Source: an optimization exercise on an open RTL-to-GDS flow (aim: small area, a short achievable clock period and few clock cycles per item). Production flows keep margins and buffers that such runs may drop. The RTL was checked by simulation tests, not by an equivalence proof against the original design. No activity file was given, so power comes from the tool's default toggle rates.

$ cat run.sh
#!/bin/bash
# synth_recipe.tcl (not shown) runs the flow's synth.tcl, then flattens the netlist and writes it again
# the make line also repeats each setting of config.mk as NAME=value (left out here)
make -C /OpenROAD-flow-scripts/flow DESIGN_CONFIG=/design/flow/config.mk WORK_HOME=/design/flow/orfs CLKGATE_MAP_FILE= SYNTH_SCRIPT=/design/flow/synth_recipe.tcl finish
$ cat config.mk
export PLATFORM = sky130hd
export DESIGN_NAME = aq_exec
export DESIGN_NICKNAME = aq_exec
export VERILOG_FILES = /design/flow/design.v
export SDC_FILE = /design/flow/constraint.sdc
export NUM_CORES = 4
export LEC_CHECK = 0
export CAP_MARGIN = 20
export CORE_MARGIN = 2
export CORE_UTILIZATION = 40
export SLEW_MARGIN = 20
$ cat constraint.sdc
create_clock -name core_clock -period 10.0 [get_ports {clk}]
set_input_delay 2.0000 -clock core_clock [delete_from_list [all_inputs] [get_ports {clk}]]
set_output_delay 2.0000 -clock core_clock [all_outputs]
set_load 0.01 [all_outputs]
$ cat design.v
module aq_exec (
    input  wire        clk,
    input  wire        rst,
    input  wire        in_valid,
    output reg         in_ready,
    input  wire [31:0] in_insn,
    input  wire [31:0] in_a,       
    input  wire [31:0] in_b,       
    output reg         out_valid,
    input  wire        out_ready,
    output reg  [3:0]  out_rd,
    output reg         out_we,
    output reg  [31:0] out_result,
    output reg  [1:0]  out_fault   
);
    localparam K_ADD = 0, K_SUB = 1, K_XOR = 2, K_OR = 3, K_AND = 4, K_SHR = 5,
               K_SHL = 6, K_LUI = 7, K_MUL = 8, K_DIV = 9;
    integer i;
    wire [5:0]  op   = in_insn[31:26];
    wire [4:0]  rs3  = in_insn[25:21];
    wire [4:0]  rs1  = in_insn[20:16];
    wire [4:0]  rs2  = in_insn[15:11];
    wire [31:0] imm  = {{16{in_insn[15]}}, in_insn[15:0]};
    wire is_rfmt = (op >= 6'd2 && op <= 6'd8) || op == 6'd30 || op == 6'd31;
    wire is_gfmt = (op >= 6'd9 && op <= 6'd13);
    wire is_lui  = (op == 6'd26);
    reg legal;
    always @(*) begin
        if (is_rfmt)      legal = !rs3[4] && !rs1[4] && !rs2[4];
        else if (is_gfmt) legal = !rs3[4] && !rs1[4];
        else if (is_lui)  legal = !rs3[4];
        else              legal = 1'b0;
    end
    wire is_div = (op == 6'd31);
    wire is_mul = (op == 6'd30);
    wire b_zero = (in_b == 32'd0);
    wire [1:0] fault_in = !legal ? 2'd2 : (is_div && b_zero) ? 2'd1 : 2'd0;
    wire [31:0] sa = in_a ^ {32{in_a[31]}};
    wire [31:0] sb = in_b ^ {32{in_b[31]}};
    reg  [5:0]  clz_a, clz_b;
    always @(*) begin
        clz_a = 6'd32;
        for (i = 0; i < 32; i = i + 1) if (sa[i]) clz_a = 6'd31 - i;
        clz_b = 6'd32;
        for (i = 0; i < 32; i = i + 1) if (sb[i]) clz_b = 6'd31 - i;
    end
    reg  [31:0] sm_a;
    always @(*) begin
        sm_a = sa;
        for (i = 30; i >= 0; i = i - 1) sm_a[i] = sm_a[i] | sm_a[i+1];
    end
    wire [31:0] lim_a  = in_a[31] ? {sm_a[30:0], 1'b1} : sm_a;
    wire        q_zero = |(sb & ~lim_a);
    wire a7  = (sa[30:7]  == 24'd0), b7  = (sb[30:7]  == 24'd0);
    wire a15 = (sa[30:15] == 16'd0), b15 = (sb[30:15] == 16'd0);
    wire a23 = (sa[30:23] == 8'd0),  b23 = (sb[30:23] == 8'd0);
    wire swap = is_mul && ((a7 && !b7) || (a15 && !b15) || (a23 && !b23));
    wire m_one = swap ? a7 : b7;        
    reg [9:0] kind_in;
    always @(*) begin
        kind_in = 10'd0;
        if (fault_in == 2'd0) begin
            case (op)
                6'd2, 6'd9:   kind_in[K_ADD] = 1'b1;
                6'd3, 6'd10:  kind_in[K_SUB] = 1'b1;
                6'd4, 6'd11:  kind_in[K_XOR] = 1'b1;
                6'd5, 6'd12:  kind_in[K_OR]  = 1'b1;
                6'd6, 6'd13:  kind_in[K_AND] = 1'b1;
                6'd7:         kind_in[K_SHR] = 1'b1;
                6'd8:         kind_in[K_SHL] = 1'b1;
                6'd26:        kind_in[K_LUI] = 1'b1;
                6'd30:        kind_in[K_MUL] = 1'b1;
                6'd31:        if (!q_zero) kind_in[K_DIV] = 1'b1;  
                default: ;
            endcase
        end
    end
    wire [31:0] a_in = swap ? in_b : in_a;
    wire [31:0] b_in = swap ? in_a : is_gfmt ? imm : is_lui ? {imm[19:0], 12'd0} : in_b;
    reg        v1;
    reg [9:0]  k1;
    reg [3:0]  rd1;
    reg        we1;
    reg [1:0]  f1;
    reg [31:0] a1;           
    reg [33:0] b1;           
    reg [5:0]  ca1, cb1;     
    reg [4:0]  cnt1;         
    reg        ph1;          
    reg        bm1;          
    reg        neg1;         
    reg        bn1;          
    reg        blk1;         
    reg        v2;
    reg [31:0] x2, y2;
    reg        c2;
    reg [3:0]  rd2;
    reg        we2;
    reg [1:0]  f2;
    reg        vk;           
    reg [31:0] rk;
    reg [3:0]  rdk;
    reg        wek;
    reg [1:0]  fk;
    wire head_free = !out_valid || out_ready;
    wire s2_go     = v2 && (!vk || head_free);
    wire s2_free   = !v2 || s2_go;
    wire s1_go     = v1 && s2_free;
    wire accept    = in_valid && in_ready;
    wire d_last  = (cnt1 == 5'd0);
    wire m_last  = (b1[31:7] == {25{b1[31]}});
    wire s1_last = k1[K_DIV] ? (ph1 && d_last) : k1[K_MUL] ? m_last : 1'b1;
    wire [31:0] a_mag = (a1 ^ {32{a1[31]}}) + {31'd0, a1[31]};
    wire [6:0]  s_raw = {1'b0, cb1} - {1'b0, ca1} + {6'd0, a1[31]};
    wire [4:0]  dsh   = s_raw[5] ? 5'd31 : s_raw[4:0];       
    reg  [31:0] a_rev;
    always @(*) for (i = 0; i < 32; i = i + 1) a_rev[i] = a1[31-i];
    wire        sh_div = k1[K_DIV];
    wire [33:0] sh_src = sh_div ? b1 : {2'b0, k1[K_SHR] ? a_rev : a1};
    wire [4:0]  sh_amt = sh_div ? dsh : b1[4:0];
    wire [33:0] sh_out = sh_src << sh_amt;
    reg  [31:0] sh_rev;
    always @(*) for (i = 0; i < 32; i = i + 1) sh_rev[i] = sh_out[31-i];
    wire [33:0] dd   = {2'b0, a1} + b1 + {33'd0, !bn1};
    wire        qb   = !dd[33];
    wire [31:0] rr   = qb ? dd[31:0] : a1;
    wire [31:0] q_nx = {x2[30:0], qb};
    reg  [127:0] ppf;
    reg  [31:0]  ppr;
    reg  [3:0]   bneg;
    reg  [2:0]   bg;
    reg  [32:0]  am;
    always @(*) begin
        for (i = 0; i < 4; i = i + 1) begin
            bg = {b1[2*i+1], b1[2*i], (i == 0) ? bm1 : b1[2*i-1]};
            case (bg)
                3'b001, 3'b010: am = {1'b0, a1};
                3'b011:         am = {a1, 1'b0};
                3'b100:         am = ~{a1, 1'b0};
                3'b101, 3'b110: am = ~{1'b0, a1};
                3'b111:         am = ~33'd0;
                default:        am = 33'd0;
            endcase
            bneg[i] = bg[2];
            ppr = am[31:0] << (2 * i);
            if (i > 0) ppr[2*i-2] = bneg[i-1];
            ppf[32*i +: 32] = ppr;
        end
    end
    function [63:0] csa(input [31:0] x, input [31:0] y, input [31:0] z);
        reg [31:0] s, c;
        begin
            s = x ^ y ^ z;
            c = (x & y) | (x & z) | (y & z);
            csa = {c[30:0], 1'b0, s};
        end
    endfunction
    wire [31:0] xa = ph1 ? x2 : 32'd0;
    wire [31:0] ya = ph1 ? y2 : 32'd0;
    wire [63:0] m1a = csa(ppf[31:0], ppf[63:32], ppf[95:64]);
    wire [63:0] m1b = csa(ppf[127:96], xa, ya);
    wire [63:0] m2a = csa(m1a[31:0], m1a[63:32], m1b[31:0]);
    wire [63:0] m3a = csa(m2a[31:0], m2a[63:32], m1b[63:32]);
    wire [63:0] m4a = csa(m3a[31:0], m3a[63:32], {25'd0, bneg[3], 6'd0});
    reg [31:0] x_nx, y_nx;
    reg        c_nx;
    always @(*) begin
        x_nx = 32'd0; y_nx = 32'd0; c_nx = 1'b0;
        if (k1[K_ADD]) begin x_nx = a1; y_nx = b1[31:0]; end
        if (k1[K_SUB]) begin x_nx = a1; y_nx = ~b1[31:0]; c_nx = 1'b1; end
        if (k1[K_XOR]) x_nx = a1 ^ b1[31:0];
        if (k1[K_OR])  x_nx = a1 | b1[31:0];
        if (k1[K_AND]) x_nx = a1 & b1[31:0];
        if (k1[K_SHR]) x_nx = sh_rev;
        if (k1[K_SHL]) x_nx = sh_out[31:0];
        if (k1[K_LUI]) x_nx = b1[31:0];
        if (k1[K_MUL]) begin x_nx = m4a[31:0]; y_nx = m4a[63:32]; end
        if (k1[K_DIV]) begin
            x_nx = ph1 ? q_nx ^ {32{neg1 & d_last}} : 32'd0;
            c_nx = neg1;
        end
    end
    wire [32:0] sum = {x2, 1'b1} + {y2, c2};
    wire v1_n   = accept || (v1 && !(s1_go && s1_last));
    wire v2_n   = s1_go ? s1_last : (v2 && !s2_go);
    wire v3_n   = head_free ? (vk || s2_go) : 1'b1;
    wire vk_n   = head_free ? (vk && s2_go) : (vk || s2_go);
    reg  blk1_n;
    always @(*) begin
        blk1_n = blk1;
        if (accept)
            blk1_n = kind_in[K_DIV] || (kind_in[K_MUL] && !m_one);
        else if (s1_go && s1_last)
            blk1_n = 1'b0;
        else if (s1_go && k1[K_DIV])
            blk1_n = ph1 ? (cnt1 != 5'd1) : (dsh != 5'd0);
        else if (s1_go && k1[K_MUL])
            blk1_n = !(b1[31:15] == {17{b1[31]}});
    end
    always @(posedge clk) begin
        if (rst) begin
            v1 <= 1'b0; blk1 <= 1'b0;
            v2 <= 1'b0;
            vk <= 1'b0;
            out_valid <= 1'b0;
            in_ready  <= 1'b1;
        end else begin
            v1 <= v1_n;
            v2 <= v2_n;
            vk <= vk_n;
            out_valid <= v3_n;
            blk1 <= blk1_n;
            in_ready <= !(v1_n && v2_n && v3_n && vk_n) && !blk1_n;
        end
    end
    always @(posedge clk) begin
        if (head_free) begin
            if (vk) begin
                out_result <= rk; out_rd <= rdk; out_we <= wek; out_fault <= fk;
            end else if (s2_go) begin
                out_result <= sum[32:1]; out_rd <= rd2; out_we <= we2; out_fault <= f2;
            end
        end
        if (s2_go && (vk || !head_free)) begin
            rk <= sum[32:1]; rdk <= rd2; wek <= we2; fk <= f2;
        end
        if (s1_go) begin
            x2 <= x_nx; y2 <= y_nx; c2 <= c_nx;
            rd2 <= rd1; we2 <= we1; f2 <= f1;
        end
        if (accept) begin
            k1   <= kind_in;
            rd1  <= rs3[3:0];
            we1  <= (fault_in == 2'd0) && (rs3[3:0] != 4'd0);
            f1   <= fault_in;
            a1   <= a_in;
            b1   <= {{2{b_in[31]}}, b_in};
            ca1  <= clz_a;
            cb1  <= clz_b;
            ph1  <= 1'b0;
            bm1  <= 1'b0;
            neg1 <= in_a[31] ^ in_b[31];
            bn1  <= in_b[31];
        end else if (s1_go && k1[K_DIV] && !ph1) begin
            a1   <= a_mag;
            b1   <= sh_out ^ {34{!bn1}};
            cnt1 <= dsh;
            ph1  <= 1'b1;
        end else if (s1_go && k1[K_DIV]) begin
            a1   <= rr;
            b1   <= {1'b1, b1[33:1]};
            cnt1 <= cnt1 - 5'd1;
        end else if (s1_go && k1[K_MUL]) begin
            a1   <= {a1[23:0], 8'd0};
            b1   <= {{8{b1[33]}}, b1[33:8]};
            bm1  <= b1[7];
            ph1  <= 1'b1;
        end
    end
endmodule
==> results of run 1 <==
-- placed cells by master (no fill, tap or decap), drive strengths merged, types with 97 or more instances in the layout --
master	count
nand2	403
nor2	333
a211oi	97
a21oi	582
o22ai	148
buf	113
nand3	153
mux2i	120
o21ai	344
edfxtp	252
fa	118
inv	257
ha	147
clkdlybuf4s50	134
xnor2	133
-- power groups by stage --
| stage | clock, W | combinational [W] | sequential [W] |
|---|---|---|---|
| 6_report | 0.00124 | 0.00583 | 0.00166 |
| 5_1_grt | 0.00128 | 0.00634 | 0.00166 |
| 4_1_cts | 0.00124 | 0.00565 | 0.00165 |
| 3_5_place_dp | 0 | 0.00560 | 0.00167 |
| 3_3_place_gp | 0 | 0.00557 | 0.00167 |
| 2_1_floorplan | 0 | 0.00375 | 0.00156 |
-- metrics by stage --
step | hold WS, ps | total power (W) | instance area [µm²] | cells | setup WS, ps
floorplan | 400 | 0.00532 | 35000 | 4588 | 3810
global placement | 400 | 0.00724 | 36800 | 5515 | 3400
detailed placement | 405 | 0.00727 | 36800 | 5515 | 3350
CTS | 419 | 0.00854 | 37800 | 5574 | 3910
global route | 424 | 0.00928 | 37900 | 5575 | 3530
finish | 418 | 0.00872 | 37900 | 5577 | 3780
-- sequential cells by signal, summed over array words and instances, names as in the netlist, 2 cells and up --
| signal | count |
|---|---|
| b1 | 34 |
| a1 | 32 |
| out_result | 32 |
| rk | 32 |
| x2 | 32 |
| y2 | 32 |
| k1 | 10 |
| ca1 | 6 |
| cb1 | 6 |
| cnt1 | 5 |
| out_rd | 4 |
| rd1 | 4 |
| rd2 | 4 |
| rdk | 4 |
| f1 | 2 |
| f2 | 2 |
| fk | 2 |
| out_fault | 2 |
-- routing by layer --
metal  vias to the layer above  GRT usage  wire [µm]
met1                     17648      0.451      62500
li1                      16450          -          -
met2                      2258      0.510      67100
met5                         -          0         31
met3                       531     0.0755      17000
met4                         4      0.235      13000
-- final timing paths --
check                                       from          endpoint  slack [ps]  cells after the start
worst max-delay path             b1[1]$_DFFE_PP_  x2[31]$_DFFE_PP_        3780                     18
worst min-delay path            rd1[1]$_DFFE_PP_  rd2[1]$_DFFE_PP_         420                      0
worst max register to register   b1[1]$_DFFE_PP_  x2[31]$_DFFE_PP_        3780                     18
worst min register to register  rd1[1]$_DFFE_PP_  rd2[1]$_DFFE_PP_         420                      0
-- cell families (layout without fill, tap and decap cells) --
family | after synthesis | after routing | share of synthesized area
flip-flops | 260 | 260 | 0.221
AND/OR/NAND/NOR | 1239 | 1239 | 0.165
XOR/XNOR | 192 | 192 | 0.0493
adder cells (fa/ha/maj) | 265 | 265 | 0.120
AO/OA/AOI/OAI | 1714 | 1714 | 0.310
other | 0 | 2 | 0
multiplexers | 172 | 172 | 0.0514
buffers and inverters | 746 | 578 | 0.0837
-- cell type report --
type / count / area, µm²
clock inverters: 23 / 216
clock buffers: 36 / 858
inverters: 272 / 1020
well taps: 1155 / 1450
flip-flops and latches: 260 / 7730
fillers: 8946 / 48900
repair buffers: 247 / 2200
multi-input cells: 3582 / 24400
diodes: 2 / 5.00
-- critical path: cells and delay by family (launching register included) --
| family | cells | cell delay, ps |
|---|---|---|
| flops | 1 | 620 |
| buf+inv | 4 | 1370 |
| fa+ha+maj | 3 | 1480 |
| simple gates | 1 | 600 |
| compound gates | 5 | 900 |
| xor+xnor | 5 | 860 |
==> results.ini, run 1 <==
[detailed_routing]
final_antenna_net_count = 0
num_vias = 36891
drcViolationCount = 0
finalWirelength_um = 160000
viasPerCell = 6.61
drtIter0Drc = 5209
dr.pass1.iters = 9
routedWlPerCell_um = 28.6

[synthesis]
synthArstFlopShare = 0
seq_area_frac_synth = 0.221
synthCells = 4588
ys_types = 104
yosys-top-cells-area = edfxtp_1, a21oi_1, fa_1
synth-edff-count = 252
yosysMostFrequentCell = a21oi_1
ys_seq_elements = 260
synth.avg_cell_area_um2 = 7.62
netlist_area_um2 = 35000
synthFlopType = edfxtp_1
netlist_top_cells_count = a21oi_1, nand2_1, clkbuf_1
synthesis.nets = 4953
yosysWarnings = 1
yosysTopAreaCellShare = 0.216
synth_top_cell_by_area = edfxtp_1

[layout]
drive_above_1_share = 0.0670
final_nets = 4762
area_delta_synth_final_pct = 8.32
utilization = 0.437

[pwr]
p_int_w = 0.00432
p_switching_w = 0.00441
pwr-share-comb = 0.668
leakage_nw = 14.2
p_per_area_nw_per_um2 = 230
pwr-share-clk = 0.142
ir_drop_uv = 175
p_sw_frac = 0.505
p_seq_frac = 0.191

[critical_path]
end_kind = register
path_class = reg -> reg
crit_path_top_delay_cell = edfxtp_1
cp_max_fo = 25
worstPathArrival_ps = 6410
crit_top_cell = xnor2_1
required_ps = 10190
cp-start-kind = register
crit_chain = buf_4, clkinv_1, nor2_2, buf_4, a21oi_1, o22ai_1, a21oi_1, fa_1, inv_1, fa_1, fa_1, xnor2_1, xnor2_1, xnor2_1, xnor2_1, xnor2_1, a22oi_1, o311ai_0
max_stage_delay_ps = 620

[timing]
grt_setup_unrepaired = no
clock_skew_ps = 35.0
relSlewSlack = 0.184
period_share = 0.622
fmax_mhz = 161
min_period_ps = 6220
setup_viol = 0
worst_pin_slew_ps = 1220
tns_ps = 0
slew_viol_final = 0
hold_violations = 0

[clock_tree]
post-cts-setup-buffer-count = 0
cts_tree = built
cts_hold_buf = 0
clock_tree.root_cell = clkbuf_16
clkTransAtPathRegs_ps = 60
htreeDepth = 2
cts.sinks = 260
postCtsResizedCells = 0
cts_buffers = 34
clk_latency_ps = 590
cts_buffer_depth = 3

[hold_path]
hp-class = reg -> reg

[flow_run]
drv_cap = 0

[global_routing]
grt_pass1_wl_um = 231000
overflow = 0
grt_max_degree = 119
grt_usage = 0.345
antenna_found_initial = 4
grt_pass1_vias = 33779

[floorplanning]
start_util = 0.403
die_h_um = 300
ios = 141
rows = 108
dieArea_um2 = 89800
core_area_um2 = 86800
die_w_um = 300

[placement]
io_buffer_count = 136
routabilityCongestion = 1.04
hpwlAfterDp_um = 114000

[outcome]
status = no timing/DRC/antenna violations

Testbench counts, summed over its fixed seeds: cycles 24,381, items 16,000.
==> inputs of run 2 (changes only) <==
--- a/config.mk
+++ b/config.mk
@@ -10,2 +10,3 @@
 export CORE_UTILIZATION = 40
+export SETUP_SLACK_MARGIN = 4
 export SLEW_MARGIN = 20
==> results.ini, run 2 <==
[pwr]
pwr-share-comb = 0.668  ; about the same
p_per_area_nw_per_um2 = 229  ; -0.57%
ir_drop_uv = 122  ; -30%
leakage_nw = 14.3  ; +0.25%
p_switching_w = 0.00441  ; about the same
p_int_w = 0.00429  ; -0.52%
p_sw_frac = 0.507  ; +0.00143
p_seq_frac = 0.191  ; about the same
pwr-share-clk = 0.141  ; about the same

[timing]
hold_violations = 0  ; unchanged
clock_skew_ps = 27.9  ; -7.19 ps
relSlewSlack = 0.248  ; +0.0636
fmax_mhz = 172  ; +7.0%
tns_ps = 0  ; unchanged
worst_slack_ps = 4190  ; +409 ps
setup_viol = 0  ; unchanged
hold_ws_ps = 417  ; -1.44 ps
worst_pin_slew_ps = 1100  ; -124 ps
period_share = 0.581  ; -0.0409
slew_viol_final = 0  ; unchanged
min_period_ps = 5810  ; -409 ps
grt_setup_unrepaired = no

[clock_tree]
cts_buffer_depth = 3  ; unchanged
clock_tree.root_cell = clkbuf_16
cts_buffers = 34  ; unchanged
clkTransAtPathRegs_ps = 60  ; about the same
post-cts-setup-buffer-count = 0  ; unchanged
cts_hold_buf = 0  ; unchanged
cts_tree = built
cts.sinks = 260  ; unchanged
clk_latency_ps = 580  ; about the same
htreeDepth = 2  ; unchanged

[detailed_routing]
final_antenna_net_count = 0  ; unchanged
num_vias = 36986  ; +0.26%
dr.pass1.iters = 10  ; +1
finalWirelength_um = 161000  ; +1.2%
drcViolationCount = 0  ; unchanged
routedWlPerCell_um = 28.9  ; +1.0%
drtIter0Drc = 5175  ; -0.65%
viasPerCell = 6.62  ; about the same

[layout]
layout_common_cells = a21oi_1, nand2_1, o21ai_0
area_delta_synth_final_pct = 8.69
regArea_um2 = 7730  ; unchanged
largest_reg_flops = 34  ; unchanged
fin_cells = 5586  ; +0.16%
top_register = b1
multi_input_area_um2 = 24400  ; about the same
n_fill_cell = 8902  ; -0.49%
utilization = 0.438  ; +0.00150
final_nets = 4764  ; +0.042%
drive_above_1_share = 0.0680  ; +0.00107
layout_commonest_cell = a21oi_1

[synthesis]
synthesis.nets = 4953  ; unchanged
synth.avg_cell_area_um2 = 7.62  ; unchanged
synthCells = 4588  ; unchanged
yosysMostFrequentCell = a21oi_1
netlist_area_um2 = 35000  ; unchanged
synth_top_cell_by_area = edfxtp_1
yosysWarnings = 1  ; unchanged
yosys-top-cells-area = edfxtp_1, a21oi_1, fa_1
synth-edff-count = 252  ; unchanged
netlist_top_cells_count = a21oi_1, nand2_1, clkbuf_1
ys_seq_elements = 260  ; unchanged
yosysTopAreaCellShare = 0.216  ; unchanged
synthArstFlopShare = 0  ; unchanged
seq_area_frac_synth = 0.221  ; unchanged
synthFlopType = edfxtp_1
ys_types = 104  ; unchanged

[placement]
io_buffer_count = 136  ; unchanged
routabilityCongestion = 1.01  ; -2.8%
place_ws_ps = 3410  ; +59.6 ps
place_inst = 5514  ; -0.018%
hpwlAfterDp_um = 114000  ; +0.28%

[critical_path]
path_class = reg -> reg
r2r-end = x2[6]$_DFFE_PP_
required_ps = 10310  ; +120 ps
worstPathArrival_ps = 6130  ; -280 ps
cp_max_fo = 38  ; +52%
reg2reg_depth = 17  ; -1
end_kind = register
cp-start-kind = register
r2r_slack_ps = 4190  ; +410 ps
crit_end = x2[6]$_DFFE_PP_
critPathLaunch = ca1[0]$_DFFE_PP_
timing.rr.start = ca1[0]$_DFFE_PP_

[floorplanning]
rows = 108  ; unchanged
ios = 141  ; unchanged
start_util = 0.403  ; unchanged
dieArea_um2 = 89800  ; unchanged
die_w_um = 300  ; unchanged
core_area_um2 = 86800  ; unchanged
die_h_um = 300  ; unchanged

[global_routing]
overflow = 0  ; unchanged
grt_max_degree = 223  ; +87%
antenna_found_initial = 4  ; unchanged
grt_usage = 0.348  ; +0.00313
grt_pass1_vias = 33410  ; -1.1%
grt_pass1_wl_um = 233000  ; +0.49%

[flow_run]
drv_cap = 0  ; unchanged

[outcome]
status = no timing/DRC/antenna violations

[hold_path]
hp-class = reg -> reg

[run 2: cell types whose count changed in the layout (fill, tap and decap cells not counted), moves of 3 or more]
cell and delta:
buf_4 -5, diode_2 +5, inv_6 -4, buf_12 +3
[run 2: worst max-delay path, cell delays in order, from the launching register on]
cell	delay, ps
edfxtp_1	370
ha_1	300
inv_1	50
ha_1	200
inv_1	80
fa_1	460
xor2_1	320
nand2_1	210
a2111oi_4	590
or3_1	190
buf_4	410
mux2_2	400
mux2i_1	250
o211ai_1	190
a31oi_1	820
a211o_1	220
o21ai_0	170
a31o_2	310
[run 2: cell type report]
type | instances | area share
Multi-Input combinational cell | 3583 | 0.642
Sequential cell | 260 | 0.203
Tap cell | 1155 | 0.0380
Timing Repair Buffer | 248 | 0.0600
Inverter | 272 | 0.0271
Clock buffer | 38 | 0.0228
Antenna cell | 7 | 0.000461
Clock inverter | 23 | 0.00576
[run 2: timing repair]
action	in CTS	in global routing
setup endpoints to repair	1	27
pin swaps	0	2
hold endpoints to repair	0	0
gates cloned	0	1
resized for setup	1	8
[run 2: cell families after synthesis]
group | Yosys count | synth area share
and+or+nand+nor | 1239 | 0.165
adders and majority gates | 265 | 0.120
DFF | 260 | 0.221
muxes | 172 | 0.0514
buffers and inverters | 746 | 0.0837
AOI/OAI and AO/OA | 1714 | 0.310
xor gates and xnor gates | 192 | 0.0493
[run 2: per-layer routing]
layer / GRT usage / vias up / wire length [µm]
li1: - / 16451 / -
met1: 0.455 / 17685 / 62200
met2: 0.514 / 2355 / 68700
met3: 0.0844 / 493 / 18400
met4: 0.224 / 2 / 12100
met5: 0.00159 / - / 15
[run 2: worst min-delay path by stage]
| stage | startpoint | slack, ps | end | cells past startpoint |
|---|---|---|---|---|
| after floorplan | f1[0]$_DFFE_PP_ | 400 | f2[0]$_DFFE_PP_ | 0 |
| after global placement | rd1[0]$_DFFE_PP_ | 400 | rd2[0]$_DFFE_PP_ | 0 |
| after detailed placement | rd1[2]$_DFFE_PP_ | 400 | rd2[2]$_DFFE_PP_ | 0 |
| after CTS | rd1[2]$_DFFE_PP_ | 400 | rd2[2]$_DFFE_PP_ | 0 |
| after global routing | rd1[2]$_DFFE_PP_ | 420 | rd2[2]$_DFFE_PP_ | 0 |
| final | rd1[2]$_DFFE_PP_ | 420 | rd2[2]$_DFFE_PP_ | 0 |
[run 2: stage by stage]
stage	power (W)	area, µm²
after floorplan	0.00532	35000
after global placement	0.00722	36800
after detailed placement	0.00724	36800
after CTS	0.00852	37900
after global routing	0.00928	38000
final	0.00870	38000
[run 2: power groups by stage]
stage	logic (W)	registers (W)	clock network, W
floorplan	0.00375	0.00156	0
global placement	0.00555	0.00167	0
detailed placement	0.00557	0.00167	0
CTS	0.00562	0.00165	0.00125
global route	0.00634	0.00166	0.00129
finish	0.00581	0.00166	0.00123
==> inputs of run 3 (changes only) <==
--- a/design.v
+++ b/design.v
@@ -89,2 +89,3 @@
     reg        ph1;          
+    reg        al1;          
     reg        bm1;          
@@ -93,2 +94,3 @@
     reg        blk1;         
+    reg        q2f;          
     reg        v2;
@@ -106,3 +108,3 @@
     wire s2_go     = v2 && (!vk || head_free);
-    wire s2_free   = !v2 || s2_go;
+    wire s2_free   = q2f || out_ready;
     wire s1_go     = v1 && s2_free;
@@ -111,3 +113,3 @@
     wire m_last  = (b1[31:7] == {25{b1[31]}});
-    wire s1_last = k1[K_DIV] ? (ph1 && d_last) : k1[K_MUL] ? m_last : 1'b1;
+    wire s1_last = k1[K_DIV] ? (al1 && d_last) : k1[K_MUL] ? m_last : 1'b1;
     wire [31:0] a_mag = (a1 ^ {32{a1[31]}}) + {31'd0, a1[31]};
@@ -119,3 +121,3 @@
     wire [33:0] sh_src = sh_div ? b1 : {2'b0, k1[K_SHR] ? a_rev : a1};
-    wire [4:0]  sh_amt = sh_div ? dsh : b1[4:0];
+    wire [4:0]  sh_amt = sh_div ? cnt1 : b1[4:0];
     wire [33:0] sh_out = sh_src << sh_amt;
@@ -178,3 +180,3 @@
         if (k1[K_DIV]) begin
-            x_nx = ph1 ? q_nx ^ {32{neg1 & d_last}} : 32'd0;
+            x_nx = al1 ? q_nx ^ {32{neg1 & d_last}} : 32'd0;
             c_nx = neg1;
@@ -195,3 +197,3 @@
         else if (s1_go && k1[K_DIV])
-            blk1_n = ph1 ? (cnt1 != 5'd1) : (dsh != 5'd0);
+            blk1_n = !ph1 || (al1 ? (cnt1 != 5'd1) : (cnt1 != 5'd0));
         else if (s1_go && k1[K_MUL])
@@ -201,3 +203,3 @@
         if (rst) begin
-            v1 <= 1'b0; blk1 <= 1'b0;
+            v1 <= 1'b0; blk1 <= 1'b0; q2f <= 1'b1;
             v2 <= 1'b0;
@@ -212,2 +214,3 @@
             blk1 <= blk1_n;
+            q2f  <= !v2_n || !vk_n || !v3_n;
             in_ready <= !(v1_n && v2_n && v3_n && vk_n) && !blk1_n;
@@ -240,2 +243,3 @@
             ph1  <= 1'b0;
+            al1  <= 1'b0;
             bm1  <= 1'b0;
@@ -245,5 +249,7 @@
             a1   <= a_mag;
-            b1   <= sh_out ^ {34{!bn1}};
             cnt1 <= dsh;
             ph1  <= 1'b1;
+        end else if (s1_go && k1[K_DIV] && !al1) begin
+            b1   <= sh_out ^ {34{!bn1}};
+            al1  <= 1'b1;
         end else if (s1_go && k1[K_DIV]) begin
--- a/config.mk
+++ b/config.mk
@@ -10,3 +10,2 @@
 export CORE_UTILIZATION = 40
-export SETUP_SLACK_MARGIN = 4
 export SLEW_MARGIN = 20
==> results.ini, run 3 <==
[outcome]
status = no timing/DRC/antenna violations

[clock_tree]
post-cts-setup-buffer-count = 0  ; unchanged
cts_buffer_depth = 3  ; unchanged
clock_tree.root_cell = clkbuf_16
clkTransAtPathRegs_ps = 60  ; about the same
clk_latency_ps = 590  ; about the same
htreeDepth = 2  ; unchanged
cts_hold_buf = 0  ; unchanged
cts.sinks = 262  ; +0.77%
cts_buffers = 36  ; +5.9%
cts_tree = built
postCtsResizedCells = 0  ; -1

[detailed_routing]
finalWirelength_um = 153000  ; -5.5%
num_vias = 35977  ; -2.7%
drtIter0Drc = 5027  ; -2.9%
routedWlPerCell_um = 27.6  ; -4.4%
final_antenna_net_count = 0  ; unchanged
viasPerCell = 6.52  ; -1.6%
dr.pass1.iters = 6  ; -4
drcViolationCount = 0  ; unchanged

[critical_path]
end_kind = register
cp-start-kind = input port
worstPathArrival_ps = 6110  ; -20 ps
path_class = in -> reg
reg2reg_depth = 14  ; -3
r2r_slack_ps = 4370  ; +180 ps
timing.rr.start = b1[3]$_DFFE_PP_
cp_max_fo = 50  ; +32%
required_ps = 10290  ; -20 ps
critPathLaunch = in_b[31]
r2r-end = a1[22]$_DFFE_PP_

[timing]
min_period_ps = 5820  ; +6.15 ps
hold_violations = 0  ; unchanged
hold_ws_ps = 417  ; +0.585 ps
setup_viol = 0  ; unchanged
relSlewSlack = 0.163  ; -0.0852
clock_skew_ps = 50.3  ; +22.5 ps
grt_setup_unrepaired = no
fmax_mhz = 172  ; -0.11%
worst_pin_slew_ps = 1250  ; +150 ps
slew_viol_final = 0  ; unchanged
tns_ps = 0  ; unchanged
period_share = 0.582  ; +0.000615

[floorplanning]
die_h_um = 297  ; -0.83%
core_area_um2 = 85100  ; -1.9%
die_w_um = 297  ; -0.83%
dieArea_um2 = 88300  ; -1.7%
start_util = 0.404  ; +0.000684
rows = 107  ; -0.93%
ios = 141  ; unchanged

[synthesis]
synth-edff-count = 252  ; unchanged
yosysMostFrequentCell = a21oi_1
ys_types = 91  ; -13%
yosysTopAreaCellShare = 0.220  ; +0.00371
netlist_top_cells_count = a21oi_1, nand2_1, clkbuf_1
ys_seq_elements = 262  ; +0.77%
synthFlopType = edfxtp_1
synthesis.nets = 4862  ; -1.8%
yosysWarnings = 1  ; unchanged
netlist_area_um2 = 34400  ; -1.7%
seq_area_frac_synth = 0.226  ; +0.00495
synth_top_cell_by_area = edfxtp_1
synthCells = 4497  ; -2.0%
yosys-top-cells-area = edfxtp_1, a21oi_1, fa_1
synthArstFlopShare = 0  ; unchanged
synth.avg_cell_area_um2 = 7.64  ; +0.30%

[layout]
layout_common_cells = a21oi_1, nand2_1, o21ai_0
final_nets = 4716  ; -1.0%
n_fill_cell = 8729  ; -1.9%
area_delta_synth_final_pct = 9.52
drive_above_1_share = 0.0690  ; +0.000959
fin_cells = 5522  ; -1.1%
layout_commonest_cell = a21oi_1
multi_input_area_um2 = 23900  ; -2.3%
utilization = 0.442  ; +0.00411
regArea_um2 = 7770  ; +0.50%
top_register = b1
largest_reg_flops = 34  ; unchanged

[placement]
routabilityCongestion = 0.987  ; -1.9%
place_inst = 5455  ; -1.1%
io_buffer_count = 136  ; unchanged
hpwlAfterDp_um = 109000  ; -4.4%

[hold_path]
min_to = f2[1]$_DFFE_PP_
hp-class = reg -> reg
hold_depth = 0  ; unchanged
hold_path_startpoint = f1[1]$_DFFE_PP_

[global_routing]
grt_pass1_wl_um = 222000  ; -4.6%
overflow = 0  ; unchanged
grt_usage = 0.332  ; -0.0163
grt_max_degree = 245  ; +9.9%
grt_pass1_vias = 32769  ; -1.9%
antenna_found_initial = 10  ; +6

[pwr]
leakage_nw = 14.4  ; +1.2%
ir_drop_uv = 103  ; -16%
p_per_area_nw_per_um2 = 124  ; -46%
power_w = 0.00467  ; -46%

[flow_run]
drv_cap = 0  ; unchanged

[run 3: cell count changes in the layout (fill, tap and decap cells not counted), moves of 8 or more]
cell / before / now
a211oi_1: 96 / 104
mux4_2: 1 / 9
mux2i_1: 118 / 131
a31o_2: 12 / 4
o2111ai_1: 12 / 0
nand3_1: 152 / 123
nand2_1: 400 / 441
xor2_1: 56 / 69
a21oi_1: 580 / 551
nor2_1: 328 / 287
buf_4: 105 / 127
a221oi_1: 92 / 74
[run 3: through the flow]
step | area (µm²) | setup WS (ps)
2_1_floorplan | 34400 | 3850
3_3_place_gp | 36400 | 3700
3_5_place_dp | 36400 | 3700
4_1_cts | 37600 | 4290
5_1_grt | 37600 | 4050
6_report | 37600 | 4180
[run 3: cells by family (layout without fill, tap and decap cells)]
logic type	Yosys count	count (layout)	synth area share
AO/OA/AOI/OAI	1631	1631	0.293
AND/OR/NAND/NOR	1209	1209	0.162
buffers and inverters	727	607	0.0817
adder cells (fa/ha/maj)	266	266	0.123
flip-flops	262	262	0.226
XOR/XNOR	204	204	0.0520
multiplexers	198	198	0.0634
other	0	1	0
[run 3: layout make-up]
class | count | area share
clock inverter | 24 | 0.00714
tap | 1144 | 0.0380
antenna | 1 | 0.0000665
clock buffer | 40 | 0.0243
multi-input combinational | 3508 | 0.634
sequential | 262 | 0.206
inverter | 277 | 0.0277
timing repair buffer | 266 | 0.0628
[run 3: report_power, final]
| part | internal [W] | leakage [nW] | switching [W] |
|---|---|---|---|
| Sequential | 0.00127 | 2.56 | 0.0000508 |
| Combinational | 0.000744 | 11.3 | 0.00127 |
| Clock | 0.000792 | 0.558 | 0.000547 |
| Total | 0.00280 | 14.4 | 0.00187 |
[run 3: worst max-delay path by stage]
stage                                   to  cells after the start  slack, ps
after detailed placement  b1[31]$_DFFE_PP_                     11       3700
after floorplan            a1[0]$_DFFE_PP_                      8       3850
final                     b1[31]$_DFFE_PP_                     11       4180
after CTS                 b1[31]$_DFFE_PP_                     11       4290
after global routing      b1[31]$_DFFE_PP_                     11       4050
after global placement    b1[33]$_DFFE_PP_                     11       3700
[run 3: critical path, stage by stage]
cell and delay [ps]:
buf_2 470, clkinv_1 510, ha_1 510, nand3b_1 240, or2_2 340, o21bai_1 240, a21o_2 470, buf_4 490
o311ai_0 400, o211ai_1 270, o21ai_0 140
[run 3: routing by layer]
metal  routed length, µm  vias to the layer above  track usage
met5                  69                        -            0
met4               11000                       10        0.198
met3               16500                      487       0.0698
met2               64800                     2249        0.498
met1               60300                    17168        0.439
li1                    -                    16063            -
Testbench counts of run 3, summed over its fixed seeds: cycles 24,843, items 16,000.
==> inputs of run 4 (changes only) <==
--- a/design.v
+++ b/design.v
@@ -218,7 +218,11 @@
     end
+    wire en1 = !v1 || s2_free;                  
+    wire en3 = head_free;
+    wire enk = !vk || head_free;
+    wire it1 = v1 && !s1_last;                  
     always @(posedge clk) begin
-        if (head_free) begin
+        if (en3) begin
             if (vk) begin
                 out_result <= rk; out_rd <= rdk; out_we <= wek; out_fault <= fk;
-            end else if (s2_go) begin
+            end else begin
                 out_result <= sum[32:1]; out_rd <= rd2; out_we <= we2; out_fault <= f2;
@@ -226,6 +230,6 @@
         end
-        if (s2_go && (vk || !head_free)) begin
+        if (enk) begin
             rk <= sum[32:1]; rdk <= rd2; wek <= we2; fk <= f2;
         end
-        if (s1_go) begin
+        if (s2_free) begin
             x2 <= x_nx; y2 <= y_nx; c2 <= c_nx;
@@ -233,32 +237,34 @@
         end
-        if (accept) begin
-            k1   <= kind_in;
-            rd1  <= rs3[3:0];
-            we1  <= (fault_in == 2'd0) && (rs3[3:0] != 4'd0);
-            f1   <= fault_in;
-            a1   <= a_in;
-            b1   <= {{2{b_in[31]}}, b_in};
-            ca1  <= clz_a;
-            cb1  <= clz_b;
-            ph1  <= 1'b0;
-            al1  <= 1'b0;
-            bm1  <= 1'b0;
-            neg1 <= in_a[31] ^ in_b[31];
-            bn1  <= in_b[31];
-        end else if (s1_go && k1[K_DIV] && !ph1) begin
-            a1   <= a_mag;
-            cnt1 <= dsh;
-            ph1  <= 1'b1;
-        end else if (s1_go && k1[K_DIV] && !al1) begin
-            b1   <= sh_out ^ {34{!bn1}};
-            al1  <= 1'b1;
-        end else if (s1_go && k1[K_DIV]) begin
-            a1   <= rr;
-            b1   <= {1'b1, b1[33:1]};
-            cnt1 <= cnt1 - 5'd1;
-        end else if (s1_go && k1[K_MUL]) begin
-            a1   <= {a1[23:0], 8'd0};
-            b1   <= {{8{b1[33]}}, b1[33:8]};
-            bm1  <= b1[7];
-            ph1  <= 1'b1;
+        if (en1) begin
+            if (!it1) begin
+                k1   <= kind_in;
+                rd1  <= rs3[3:0];
+                we1  <= (fault_in == 2'd0) && (rs3[3:0] != 4'd0);
+                f1   <= fault_in;
+                a1   <= a_in;
+                b1   <= {{2{b_in[31]}}, b_in};
+                ca1  <= clz_a;
+                cb1  <= clz_b;
+                ph1  <= 1'b0;
+                al1  <= 1'b0;
+                bm1  <= 1'b0;
+                neg1 <= in_a[31] ^ in_b[31];
+                bn1  <= in_b[31];
+            end else if (k1[K_DIV] && !ph1) begin
+                a1   <= a_mag;
+                cnt1 <= dsh;
+                ph1  <= 1'b1;
+            end else if (k1[K_DIV] && !al1) begin
+                b1   <= sh_out ^ {34{!bn1}};
+                al1  <= 1'b1;
+            end else if (k1[K_DIV]) begin
+                a1   <= rr;
+                b1   <= {1'b1, b1[33:1]};
+                cnt1 <= cnt1 - 5'd1;
+            end else begin
+                a1   <= {a1[23:0], 8'd0};
+                b1   <= {{8{b1[33]}}, b1[33:8]};
+                bm1  <= b1[7];
+                ph1  <= 1'b1;
+            end
         end
--- a/config.mk
+++ b/config.mk
@@ -7,2 +7,3 @@
 export LEC_CHECK = 0
+export ABC_AREA = 1
 export CAP_MARGIN = 20
@@ -10,2 +11,3 @@
 export CORE_UTILIZATION = 40
+export SETUP_SLACK_MARGIN = 5
 export SLEW_MARGIN = 20
==> results.ini, run 4 <==
[synthesis]
synthFlopType = edfxtp_1
synth-edff-count = 255  ; +1.2%
netlist_top_cells_count = nand2_1, inv_1, o21ai_0
yosysMostFrequentCell = nand2_1
seq_area_frac_synth = 0.239  ; +0.0134
ys_types = 76  ; -16%
synthArstFlopShare = 0  ; unchanged
ys_seq_elements = 262  ; unchanged
synthesis.nets = 5146  ; +5.8%
yosys-top-cells-area = edfxtp_1, nand2_1, o21ai_0
yosysTopAreaCellShare = 0.235  ; +0.0149
netlist_area_um2 = 32600  ; -5.2%
synthCells = 4781  ; +6.3%
synth_top_cell_by_area = edfxtp_1
yosysWarnings = 1  ; unchanged
synth.avg_cell_area_um2 = 6.81  ; -11%

[floorplanning]
core_area_um2 = 80500  ; -5.4%
die_w_um = 289  ; -2.6%
start_util = 0.404  ; +0.000717
dieArea_um2 = 83700  ; -5.2%
ios = 141  ; unchanged
die_h_um = 289  ; -2.6%
rows = 104  ; -2.8%

[critical_path]
path_class = in -> reg
worstPathArrival_ps = 5540  ; -570 ps
timing.critical_path.buf_inv = 3  ; unchanged
crit_path_top_delay_cell = clkdlybuf4s50_1
r2r_slack_ps = 5070  ; +700 ps
crit_top_cell = nand3_1
cp-start-kind = input port
end_kind = register
cp_max_fo = 5  ; -90%
crit_chain = clkdlybuf4s50_1, xnor2_2, inv_2, nor2_2, inv_2, nor3_1, nand3_1, nor3_1, nand3_1, a21oi_1, a21oi_1, nand4_1, nor2_2, nand3_1, o21ai_1, nand2_1, nand3_1, nand2_1
crit_family = simple AND/OR/NAND/NOR gates
required_ps = 10500  ; +210 ps
max_stage_delay_ps = 760  ; +250 ps

[timing]
grt_setup_unrepaired = yes
tns_ps = 0  ; unchanged
fmax_mhz = 198  ; +15%
clock_skew_ps = 31.8  ; -18.5 ps
min_period_ps = 5040  ; -779 ps
hold_ws_ps = 417  ; -0.375 ps
hold_violations = 0  ; unchanged
relSlewSlack = 0.203  ; +0.0399
worst_pin_slew_ps = 1180  ; -69.5 ps
setup_viol = 0  ; unchanged
worst_slack_ps = 4960  ; +779 ps
period_share = 0.504  ; -0.0779
slew_viol_final = 0  ; unchanged

[layout]
fin_cells = 5853  ; +6.0%
diodes = 0  ; -1
top_register = b1
area_delta_synth_final_pct = 11.1
largest_reg_flops = 34  ; unchanged
final_nets = 5135  ; +8.9%
layout_commonest_cell = nand2_1
layout_common_cells = nand2_1, inv_1, o21ai_0
drive_above_1_share = 0.0636  ; -0.00536
n_fill_cell = 8417  ; -3.6%

[global_routing]
grt_pass1_vias = 32710  ; -0.18%
grt_max_degree = 73  ; -70%
grt_usage = 0.350  ; +0.0183
overflow = 0  ; unchanged
antenna_found_initial = 4  ; -6
grt_pass1_wl_um = 216000  ; -2.5%

[clock_tree]
clock_tree.root_cell = clkbuf_16
htreeDepth = 2  ; unchanged
cts_buffer_depth = 3  ; unchanged
cts_hold_buf = 0  ; unchanged
cts_tree = built
cts.sinks = 262  ; unchanged
clkTransAtPathRegs_ps = 50  ; about the same
clk_latency_ps = 580  ; about the same
cts_buffers = 34  ; -5.6%

[hold_path]
hp-class = reg -> reg

[detailed_routing]
dr.pass1.iters = 6  ; unchanged
drtIter0Drc = 4054  ; -19%
routedWlPerCell_um = 25.3  ; -8.3%
viasPerCell = 5.89  ; -9.6%
num_vias = 34465  ; -4.2%
final_antenna_net_count = 0  ; unchanged
finalWirelength_um = 148000  ; -2.8%
drcViolationCount = 0  ; unchanged

[flow_run]
drv_cap = 0  ; unchanged

[placement]
io_buffer_count = 136  ; unchanged
hpwlAfterDp_um = 113000  ; +3.7%
place_inst = 5776  ; +5.9%
place_ws_ps = 3900  ; +199 ps
routabilityCongestion = 1.04  ; +5.3%

[pwr]
leakage_nw = 16.5  ; +14%
p_per_area_nw_per_um2 = 228  ; +84%
ir_drop_uv = 119  ; +16%

[outcome]
status = no timing/DRC/antenna violations

-- run 4: repair_timing --
| action | CTS | global route |
|---|---|---|
| setup buffers | 6 | 8 |
| pin swaps | 2 | 6 |
| endpoints found under the setup margin | 109 | 123 |
| resized for setup | 16 | 58 |
| gates cloned | 2 | 1 |
-- run 4: area by class of cell --
class                      count  area, µm²  share of cell area
multi-input combinational   3548      21200               0.585
sequential                   262       7800               0.215
inverter                     694       2660              0.0735
timing repair buffer         229       2120              0.0586
tap                         1060       1330              0.0366
clock buffer                  43        905              0.0250
clock inverter                16        209             0.00577
timing repair inverter         1       11.3            0.000311
-- run 4: logic make-up after synthesis --
logic type | share of synthesized area
AO/OA/AOI/OAI | 0.230
XOR/XNOR | 0.0515
adder cells (fa/ha/maj) | 0.129
buffers and inverters | 0.118
flip-flops | 0.239
multiplexers | 0.00307
AND/OR/NAND/NOR | 0.230
-- run 4: through the flow --
step | utilization | total power, W | cell area (µm²)
after floorplan | - | 0.00512 | 32600
after global placement | 0.430 | 0.00681 | 34700
after detailed placement | 0.430 | 0.00686 | 34700
after CTS | 0.446 | 0.00817 | 35900
after global routing | 0.449 | 0.00895 | 36200
final | 0.449 | 0.00824 | 36200
-- run 4: routing by layer --
layer	vias up	wire (µm)	global-route usage
li1	15922	-	-
met1	16047	57200	0.441
met2	2024	64300	0.542
met3	466	14900	0.0754
met4	6	11800	0.229
met5	-	39	0
-- run 4: worst paths after layout --
| path | from | to | cells after the start |
|---|---|---|---|
| max | in_a[13] | in_ready$_SDFF_PP1_ | 18 |
| min | rd1[3]$_DFFE_PP_ | rd2[3]$_DFFE_PP_ | 0 |
| max reg2reg | b1[13]$_DFFE_PP_ | a1[23]$_DFFE_PP_ | 13 |
| min reg2reg | rd1[3]$_DFFE_PP_ | rd2[3]$_DFFE_PP_ | 0 |
-- run 4: power breakdown --
group	switching [W]	internal (W)	leakage [nW]
Clock	0.000531	0.000726	0.538
Combinational	0.00320	0.00176	13.1
Sequential	0.000351	0.00167	2.82
Testbench counts of run 4, summed over its fixed seeds: cycles 24,843, items 16,000.
==> inputs of run 5 (changes only) <==
--- a/design.v
+++ b/design.v
@@ -61,20 +61,22 @@
         kind_in = 10'd0;
-        if (fault_in == 2'd0) begin
-            case (op)
-                6'd2, 6'd9:   kind_in[K_ADD] = 1'b1;
-                6'd3, 6'd10:  kind_in[K_SUB] = 1'b1;
-                6'd4, 6'd11:  kind_in[K_XOR] = 1'b1;
-                6'd5, 6'd12:  kind_in[K_OR]  = 1'b1;
-                6'd6, 6'd13:  kind_in[K_AND] = 1'b1;
-                6'd7:         kind_in[K_SHR] = 1'b1;
-                6'd8:         kind_in[K_SHL] = 1'b1;
-                6'd26:        kind_in[K_LUI] = 1'b1;
-                6'd30:        kind_in[K_MUL] = 1'b1;
-                6'd31:        if (!q_zero) kind_in[K_DIV] = 1'b1;  
-                default: ;
-            endcase
-        end
-    end
-    wire [31:0] a_in = swap ? in_b : in_a;
-    wire [31:0] b_in = swap ? in_a : is_gfmt ? imm : is_lui ? {imm[19:0], 12'd0} : in_b;
+        case (op)
+            6'd2, 6'd9:   kind_in[K_ADD] = 1'b1;
+            6'd3, 6'd10:  kind_in[K_SUB] = 1'b1;
+            6'd4, 6'd11:  kind_in[K_XOR] = 1'b1;
+            6'd5, 6'd12:  kind_in[K_OR]  = 1'b1;
+            6'd6, 6'd13:  kind_in[K_AND] = 1'b1;
+            6'd7:         kind_in[K_SHR] = 1'b1;
+            6'd8:         kind_in[K_SHL] = 1'b1;
+            6'd26:        kind_in[K_LUI] = 1'b1;
+            6'd30:        kind_in[K_MUL] = 1'b1;
+            6'd31:        if (!q_zero) kind_in[K_DIV] = 1'b1;  
+            default: ;
+        endcase
+    end
+    wire sel_i = is_gfmt;
+    wire sel_l = is_lui;
+    wire sel_b = !swap && !is_gfmt && !is_lui;
+    wire [31:0] a_in = ({32{swap}} & in_b) | ({32{!swap}} & in_a);
+    wire [31:0] b_in = ({32{swap}} & in_a) | ({32{sel_i}} & imm) |
+                       ({32{sel_l}} & {imm[19:0], 12'd0}) | ({32{sel_b}} & in_b);
     reg        v1;
@@ -193,3 +195,3 @@
         if (accept)
-            blk1_n = kind_in[K_DIV] || (kind_in[K_MUL] && !m_one);
+            blk1_n = kind_in[K_DIV] || (kind_in[K_MUL] && !(a7 || b7));
         else if (s1_go && s1_last)
==> results.ini, run 5 <==
[outcome]
status = no timing/DRC/antenna violations

[synthesis]
synth_top_cell_by_area = edfxtp_1
synthesis.nets = 5073  ; -1.4%
synthArstFlopShare = 0  ; unchanged
yosys-top-cells-area = edfxtp_1, nand2_1, o21ai_0
seq_area_frac_synth = 0.240  ; +0.000571
yosysMostFrequentCell = nand2_1
netlist_area_um2 = 32500  ; -0.24%
synthFlopType = edfxtp_1
ys_types = 76  ; unchanged
synth-edff-count = 255  ; unchanged
yosysTopAreaCellShare = 0.236  ; +0.000561
ys_seq_elements = 262  ; unchanged
netlist_top_cells_count = nand2_1, inv_1, o21ai_0
synthCells = 4708  ; -1.5%
synth.avg_cell_area_um2 = 6.90  ; +1.3%
yosysWarnings = 1  ; unchanged

[layout]
layout_commonest_cell = nand2_1
drive_above_1_share = 0.0629  ; -0.000725
final_nets = 5077  ; -1.1%
layout_common_cells = nand2_1, inv_1, o21ai_0
top_register = b1
fin_cells = 5799  ; -0.92%
area_delta_synth_final_pct = 11.5
n_fill_cell = 8368  ; -0.58%
largest_reg_flops = 34  ; unchanged
design_area_um2 = 36200  ; +0.16%
utilization = 0.450  ; +0.000699

[timing]
hold_violations = 0  ; unchanged
min_period_ps = 4970  ; -72.9 ps
worst_pin_slew_ps = 1120  ; -59.2 ps
period_share = 0.497  ; -0.00729
slew_viol_final = 0  ; unchanged
tns_ps = 0  ; unchanged
clock_skew_ps = 20.2  ; -11.6 ps
setup_viol = 0  ; unchanged
grt_setup_unrepaired = no
fmax_mhz = 201  ; +1.5%
relSlewSlack = 0.243  ; +0.0400

[hold_path]
hold_path_startpoint = f1[0]$_DFFE_PP_
min_to = f2[0]$_DFFE_PP_
hold_depth = 0  ; unchanged
hp-class = reg -> reg

[detailed_routing]
routedWlPerCell_um = 26.3  ; +3.7%
num_vias = 34549  ; +0.24%
drtIter0Drc = 4188  ; +3.3%
final_antenna_net_count = 0  ; unchanged
viasPerCell = 5.96  ; +1.2%
dr.pass1.iters = 6  ; unchanged
drcViolationCount = 0  ; unchanged
finalWirelength_um = 152000  ; +2.8%

[critical_path]
timing.rr.start = k1[5]$_DFFE_PP_
cp-start-kind = register
cp_max_fo = 45  ; +40
end_kind = register
worstPathArrival_ps = 5340  ; -200 ps
r2r_slack_ps = 5030  ; -40 ps
required_ps = 10370  ; -130 ps
path_class = reg -> reg
r2r-end = x2[16]$_DFFE_PP_
reg2reg_depth = 14  ; +1

[placement]
hpwlAfterDp_um = 117000  ; +3.1%
io_buffer_count = 136  ; unchanged
place_inst = 5705  ; -1.2%
place_area_um2 = 34600  ; -0.21%
routabilityCongestion = 1.05  ; +0.85%

[floorplanning]
core_area_um2 = 80500  ; unchanged
start_util = 0.403  ; -0.000963
die_w_um = 289  ; -0.12%
ios = 141  ; unchanged
die_h_um = 289  ; -0.12%
dieArea_um2 = 83500  ; -0.23%
rows = 104  ; unchanged

[global_routing]
grt_max_degree = 80  ; +9.6%
overflow = 0  ; unchanged
grt_pass1_vias = 32328  ; -1.2%
antenna_found_initial = 2  ; -2
grt_pass1_wl_um = 218000  ; +0.90%
grt_usage = 0.359  ; +0.00822

[flow_run]
drv_cap = 0  ; unchanged

[clock_tree]
cts.sinks = 262  ; unchanged
htreeDepth = 2  ; unchanged
cts_buffers = 34  ; unchanged
cts_buffer_depth = 3  ; unchanged
clk_latency_ps = 570  ; about the same
clkTransAtPathRegs_ps = 60  ; about the same
cts_tree = built
clock_tree.root_cell = clkbuf_16

[pwr]
p_sw_frac = 0.502  ; +0.00698
p_int_w = 0.00416  ; about the same
leakage_nw = 16.3  ; -1.2%
p_per_area_nw_per_um2 = 231  ; +1.3%
p_seq_frac = 0.242  ; -0.003
pwr-share-comb = 0.615  ; +0.013
p_switching_w = 0.00420  ; +2.9%
ir_drop_uv = 109  ; -8.8%
pwr-share-clk = 0.143  ; -0.009

-- run 5: cell types whose count changed after synthesis, moves of 12 or more --
cell / before / now
a21oi_1: 319 / 301
nor3_1: 49 / 37
o31ai_1: 35 / 59
nor2_1: 400 / 416
nand3b_1: 19 / 63
inv_1: 657 / 615
o21ai_0: 547 / 515
o21ai_1: 89 / 46
-- run 5: how the worst max path moves through the flow --
| stage | from | to | slack (ps) | cells past startpoint |
|---|---|---|---|---|
| 3_5_place_dp | in_a[31] | a1[18]$_DFFE_PP_ | 3720 | 17 |
| 4_1_cts | b1[3]$_DFFE_PP_ | x2[31]$_DFFE_PP_ | 4910 | 23 |
| 3_3_place_gp | in_a[31] | a1[18]$_DFFE_PP_ | 3640 | 17 |
| 6_report | k1[5]$_DFFE_PP_ | x2[16]$_DFFE_PP_ | 5030 | 14 |
| 2_1_floorplan | out_ready | a1[0]$_DFFE_PP_ | 5220 | 7 |
| 5_1_grt | in_b[31] | b1[3]$_DFFE_PP_ | 4990 | 21 |
-- run 5: cell families after synthesis --
| kind of cell | Yosys count | synth area share |
|---|---|---|
| multiplexers | 9 | 0.00277 |
| buffers and inverters | 926 | 0.113 |
| flip-flops | 262 | 0.240 |
| AO/OA/AOI/OAI | 1227 | 0.224 |
| AND/OR/NAND/NOR | 1832 | 0.238 |
| adder cells (fa/ha/maj) | 265 | 0.129 |
| XOR/XNOR | 187 | 0.0533 |
-- run 5: layer usage --
layer,up-vias,part of all wire,routed length [µm],track usage
met5,-,0.00020,31,0
met4,4,0.084,12800,0.261
met3,482,0.099,15100,0.0731
met2,2032,0.43,65800,0.545
met1,16202,0.38,58600,0.453
li1,15829,-,-,-
-- run 5: critical path: stages (launching register included) --
cell        delay [ps]
edfxtp_1           480
clkinvlp_4         340
buf_4              510
nand2_1             90
a22oi_1            780
nand2_1             90
o21ai_0            190
mux2i_1            150
mux2i_1            240
o21ai_0            210
o21ai_1            760
o21ai_0            160
a21oi_1            390
o221ai_1           200
o31ai_1            120
-- run 5: power groups by stage --
| stage | Clock, W | Sequential [W] | Combinational (W) |
|---|---|---|---|
| floorplan | 0 | 0.00187 | 0.00333 |
| detailed placement | 0 | 0.00204 | 0.00499 |
| CTS | 0.00121 | 0.00201 | 0.00504 |
| finish | 0.00120 | 0.00202 | 0.00514 |
| global placement | 0 | 0.00203 | 0.00496 |
| global route | 0.00126 | 0.00203 | 0.00576 |
-- run 5: per-stage QoR --
stage	setup WS (ps)	hold slack, ps	power (W)
global placement	3640	404	0.00699
detailed placement	3720	405	0.00703
CTS	4910	419	0.00826
global route	4990	431	0.00905
finish	5030	420	0.00836
floorplan	5220	400	0.00520
-- run 5: what timing repair did --
item | CTS | global route
gates resized for setup | 35 | 51
hold buffers | 0 | 0
pin swaps | 1 | 5
cloned | 1 | 0
buffers inserted | 6 | 21
setup endpoints to repair | 61 | 115
-- run 5: cell type report --
class	count	area (µm²)	share of cell area
clock buffer	40	915	0.0252
antenna	2	5.00	0.000138
tap	1060	1330	0.0366
inverter	650	2480	0.0685
sequential	262	7800	0.215
timing repair buffer	243	2240	0.0619
clock inverter	21	164	0.00452
multi-input combinational	3521	21300	0.588
Testbench counts of run 5, summed over its fixed seeds: cycles 24,843, items 16,000.
==> inputs of run 6 (changes only) <==
--- a/design.v
+++ b/design.v
@@ -46,2 +46,4 @@
     end
+    wire [6:0]  s_raw = {1'b0, clz_b} - {1'b0, clz_a} + {6'd0, in_a[31]};
+    wire [4:0]  dsh   = s_raw[5] ? 5'd31 : s_raw[4:0];
     reg  [31:0] sm_a;
@@ -88,6 +90,4 @@
     reg [33:0] b1;           
-    reg [5:0]  ca1, cb1;     
     reg [4:0]  cnt1;         
     reg        ph1;          
-    reg        al1;          
     reg        bm1;          
@@ -115,6 +115,4 @@
     wire m_last  = (b1[31:7] == {25{b1[31]}});
-    wire s1_last = k1[K_DIV] ? (al1 && d_last) : k1[K_MUL] ? m_last : 1'b1;
+    wire s1_last = k1[K_DIV] ? (ph1 && d_last) : k1[K_MUL] ? m_last : 1'b1;
     wire [31:0] a_mag = (a1 ^ {32{a1[31]}}) + {31'd0, a1[31]};
-    wire [6:0]  s_raw = {1'b0, cb1} - {1'b0, ca1} + {6'd0, a1[31]};
-    wire [4:0]  dsh   = s_raw[5] ? 5'd31 : s_raw[4:0];       
     reg  [31:0] a_rev;
@@ -182,3 +180,3 @@
         if (k1[K_DIV]) begin
-            x_nx = al1 ? q_nx ^ {32{neg1 & d_last}} : 32'd0;
+            x_nx = ph1 ? q_nx ^ {32{neg1 & d_last}} : 32'd0;
             c_nx = neg1;
@@ -199,3 +197,3 @@
         else if (s1_go && k1[K_DIV])
-            blk1_n = !ph1 || (al1 ? (cnt1 != 5'd1) : (cnt1 != 5'd0));
+            blk1_n = ph1 ? (cnt1 != 5'd1) : (cnt1 != 5'd0);
         else if (s1_go && k1[K_MUL])
@@ -247,6 +245,4 @@
                 b1   <= {{2{b_in[31]}}, b_in};
-                ca1  <= clz_a;
-                cb1  <= clz_b;
+                cnt1 <= dsh;
                 ph1  <= 1'b0;
-                al1  <= 1'b0;
                 bm1  <= 1'b0;
@@ -256,7 +252,4 @@
                 a1   <= a_mag;
-                cnt1 <= dsh;
+                b1   <= sh_out ^ {34{!bn1}};
                 ph1  <= 1'b1;
-            end else if (k1[K_DIV] && !al1) begin
-                b1   <= sh_out ^ {34{!bn1}};
-                al1  <= 1'b1;
             end else if (k1[K_DIV]) begin
==> results.ini, run 6 <==
[outcome]
status = no timing/DRC/antenna violations

[timing]
hold_violations = 0  ; unchanged
min_period_ps = 5400  ; +435 ps
grt_setup_unrepaired = yes
clock_skew_ps = 22.4  ; +2.18 ps
fmax_mhz = 185  ; -8.1%
tns_ps = 0  ; unchanged
slew_viol_final = 0  ; unchanged
relSlewSlack = 0.221  ; -0.0221
period_share = 0.540  ; +0.0435
setup_viol = 0  ; unchanged
hold_ws_ps = 419  ; -0.446 ps
worst_pin_slew_ps = 1170  ; +47.9 ps

[critical_path]
required_ps = 10380  ; about the same
cp_max_fo = 8  ; -82%
max_stage_delay_ps = 200  ; -580 ps
crit_path_top_delay_cell = ha_4
worstPathArrival_ps = 5780  ; +440 ps
crit_top_cell = nand2_1
reg2reg_depth = 16  ; +2
cp-start-kind = input port
path_class = in -> reg
end_kind = register

[synthesis]
yosysTopAreaCellShare = 0.232  ; -0.00330
seq_area_frac_synth = 0.237  ; -0.00313
yosysWarnings = 1  ; unchanged
yosys-top-cells-area = edfxtp_1, nand2_1, o21ai_0
synthArstFlopShare = 0  ; unchanged
ys_seq_elements = 249  ; -5.0%
synth_top_cell_by_area = edfxtp_1
synthesis.nets = 4938  ; -2.7%
synthFlopType = edfxtp_1
netlist_top_cells_count = nand2_1, inv_1, o21ai_0
synth.avg_cell_area_um2 = 6.84  ; -0.91%
netlist_area_um2 = 31300  ; -3.7%
ys_types = 78  ; +2.6%
synth-edff-count = 242  ; -5.1%
yosysMostFrequentCell = nand2_1
synthCells = 4573  ; -2.9%

[layout]
final_nets = 4941  ; -2.7%
drive_above_1_share = 0.0746  ; +0.0117
largest_reg_flops = 34  ; unchanged
area_delta_synth_final_pct = 12.7
utilization = 0.455  ; +0.00510
layout_commonest_cell = nand2_1
fin_cells = 5642  ; -2.7%
n_fill_cell = 8188  ; -2.2%
layout_common_cells = nand2_1, inv_1, o21ai_0
top_register = b1

[detailed_routing]
viasPerCell = 5.89  ; -1.1%
dr.pass1.iters = 6  ; unchanged
num_vias = 33246  ; -3.8%
finalWirelength_um = 148000  ; -2.9%
final_antenna_net_count = 0  ; unchanged
drtIter0Drc = 3859  ; -7.9%
drcViolationCount = 0  ; unchanged
routedWlPerCell_um = 26.2  ; -0.23%

[floorplanning]
ios = 141  ; unchanged
start_util = 0.404  ; about the same
rows = 102  ; -1.9%
core_area_um2 = 77500  ; -3.8%
die_w_um = 284  ; -1.9%
dieArea_um2 = 80500  ; -3.7%
die_h_um = 284  ; -1.9%

[pwr]
p_switching_w = 0.00420  ; about the same
leakage_nw = 16.0  ; -2.0%
p_per_area_nw_per_um2 = 234  ; +1.3%
pwr-share-clk = 0.136  ; -0.007
pwr-share-comb = 0.633  ; +0.018
ir_drop_uv = 176  ; +61%
p_sw_frac = 0.510  ; +0.00813
p_seq_frac = 0.231  ; -0.011
p_int_w = 0.00403  ; -3.1%

[placement]
io_buffer_count = 136  ; unchanged
routabilityCongestion = 1.05  ; about the same
hpwlAfterDp_um = 112000  ; -4.0%
place_inst = 5554  ; -2.6%

[global_routing]
grt_max_degree = 77  ; -3.8%
grt_pass1_vias = 31510  ; -2.5%
overflow = 0  ; unchanged
antenna_found_initial = 4  ; +2
grt_usage = 0.358  ; about the same
grt_pass1_wl_um = 213000  ; -2.3%

[clock_tree]
cts.sinks = 249  ; -5.0%
clock_tree.root_cell = clkbuf_16
htreeDepth = 1  ; -1
cts_hold_buf = 0  ; unchanged
cts_buffer_depth = 3  ; unchanged
cts_tree = built
cts_buffers = 30  ; -12%
clk_latency_ps = 640  ; +70 ps
clkTransAtPathRegs_ps = 60  ; about the same

[hold_path]
hp-class = reg -> reg
hold_depth = 0  ; unchanged

[flow_run]
drv_cap = 0  ; unchanged

-- run 6: cell types whose count changed after synthesis, moves of 13 or more --
cell,delta
a21oi_1,-28
clkbuf_1,-15
o31ai_1,-17
a221oi_1,-14
nand3b_1,-19
o21ai_1,-15
nor2_1,+15
inv_1,-14
edfxtp_1,-13
-- run 6: power groups by stage --
stage	sequential [W]	combinational [W]	clock [W]
4_1_cts	0.00189	0.00508	0.00113
3_5_place_dp	0.00192	0.00501	0
2_1_floorplan	0.00180	0.00327	0
3_3_place_gp	0.00191	0.00496	0
6_report	0.00190	0.00521	0.00112
5_1_grt	0.00193	0.00579	0.00117
-- run 6: per-layer routing --
metal	up-vias	track usage	routed length, µm
met5	-	0	23
met4	4	0.237	12100
met3	471	0.0729	14600
met2	1857	0.563	64700
met1	15661	0.446	56500
li1	15253	-	-
-- run 6: cell families after synthesis --
logic type | after synthesis | synth area share
AOI/OAI and AO/OA | 1156 | 0.216
xor gates and xnor gates | 182 | 0.0541
adders and majority gates | 265 | 0.134
buffers and inverters | 903 | 0.115
DFF | 249 | 0.237
muxes | 9 | 0.00288
and+or+nand+nor | 1809 | 0.241
-- run 6: per-stage QoR --
step	setup slack (ps)	cell area (µm²)	total power, W
6_report	4600	35300	0.00823
4_1_cts	4550	34800	0.00811
2_1_floorplan	4310	31400	0.00508
3_5_place_dp	3160	33400	0.00692
3_3_place_gp	3190	33400	0.00687
5_1_grt	4230	35300	0.00889
-- run 6: cell type report --
| class | instances | area (µm²) | area share |
|---|---|---|---|
| multi-input combinational | 3422 | 20800 | 0.589 |
| sequential | 249 | 7410 | 0.210 |
| inverter | 632 | 2440 | 0.0692 |
| timing repair buffer | 241 | 2350 | 0.0667 |
| tap | 1040 | 1300 | 0.0369 |
| clock buffer | 30 | 751 | 0.0213 |
| clock inverter | 26 | 218 | 0.00618 |
| antenna | 2 | 5.00 | 0.000142 |
-- run 6: path summary, 6_finish.rpt --
path              slack, ps            start                 to
hold reg to reg         420    we1$_DFFE_PP_      we2$_DFFE_PP_
setup / recovery       4600         in_b[31]  cnt1[0]$_DFFE_PP_
setup reg to reg       5020  b1[7]$_DFFE_PP_   a1[12]$_DFFE_PP_
hold / removal          420    we1$_DFFE_PP_      we2$_DFFE_PP_
-- run 6: timing repair --
action                                  CTS  global route
gates cloned                              2             2
endpoints found under the setup margin  105           107
resized for setup                       109            82
pin swaps                                17            20
setup buffers                            18             8
-- run 6: critical path, delay by kind of cell --
family          cells  cell delay (ps)
xor+xnor            2              300
compound gates      5              630
simple gates       33             2010
buf+inv             4              450
fa+ha+maj           2              360
Testbench counts of run 6, summed over its fixed seeds: cycles 24,381, items 16,000.

==> separate check: timing with driven ports <==
How much do the figures lean on ideal ports? The routed layouts below were timed once more, with nothing changed but the port constraints.
Step 1 sets driving cells, clkbuf_16 on the clock port and buf_2 on the other inputs (assumed; they add their load-dependent delay and slew).
Step 2 adds t to the input delays and takes it off the output delays; t is the mean of the earliest and latest rising clock arrival at the registers after step 1. Input paths then give back, and output paths get back, about the clock's delay inside the block.
Three values: no drivers, after step 1, after step 2; two values: the first two.
run	t, ns	slack for setup (ns)	worst setup path at the end	clock arrival spread, ns	worst register clock-pin slew, ns
run 1	0.645	3.778 / 3.778 / 3.229	input to register	0.035 / 0.036	0.07 / 0.07
run 2	0.629	4.187 / 4.187 / 3.607	input to register	0.028 / 0.028	0.07 / 0.07
run 3	0.635	4.181 / 4.228 / 3.592	input to register	0.051 / 0.051	0.09 / 0.09
run 4	0.637	4.960 / 5.004 / 4.367	input to register	0.032 / 0.032	0.07 / 0.07
run 5	0.635	5.032 / 5.032 / 4.538	input to register	0.021 / 0.020	0.06 / 0.06
run 6	0.697	4.597 / 4.617 / 3.920	input to register	0.022 / 0.022	0.07 / 0.07
After both steps every run listed still meets setup and hold. For run 6, which loses most, drivers alone change the setup slack by +0.020 ns; drivers and shift together by -0.677 ns.
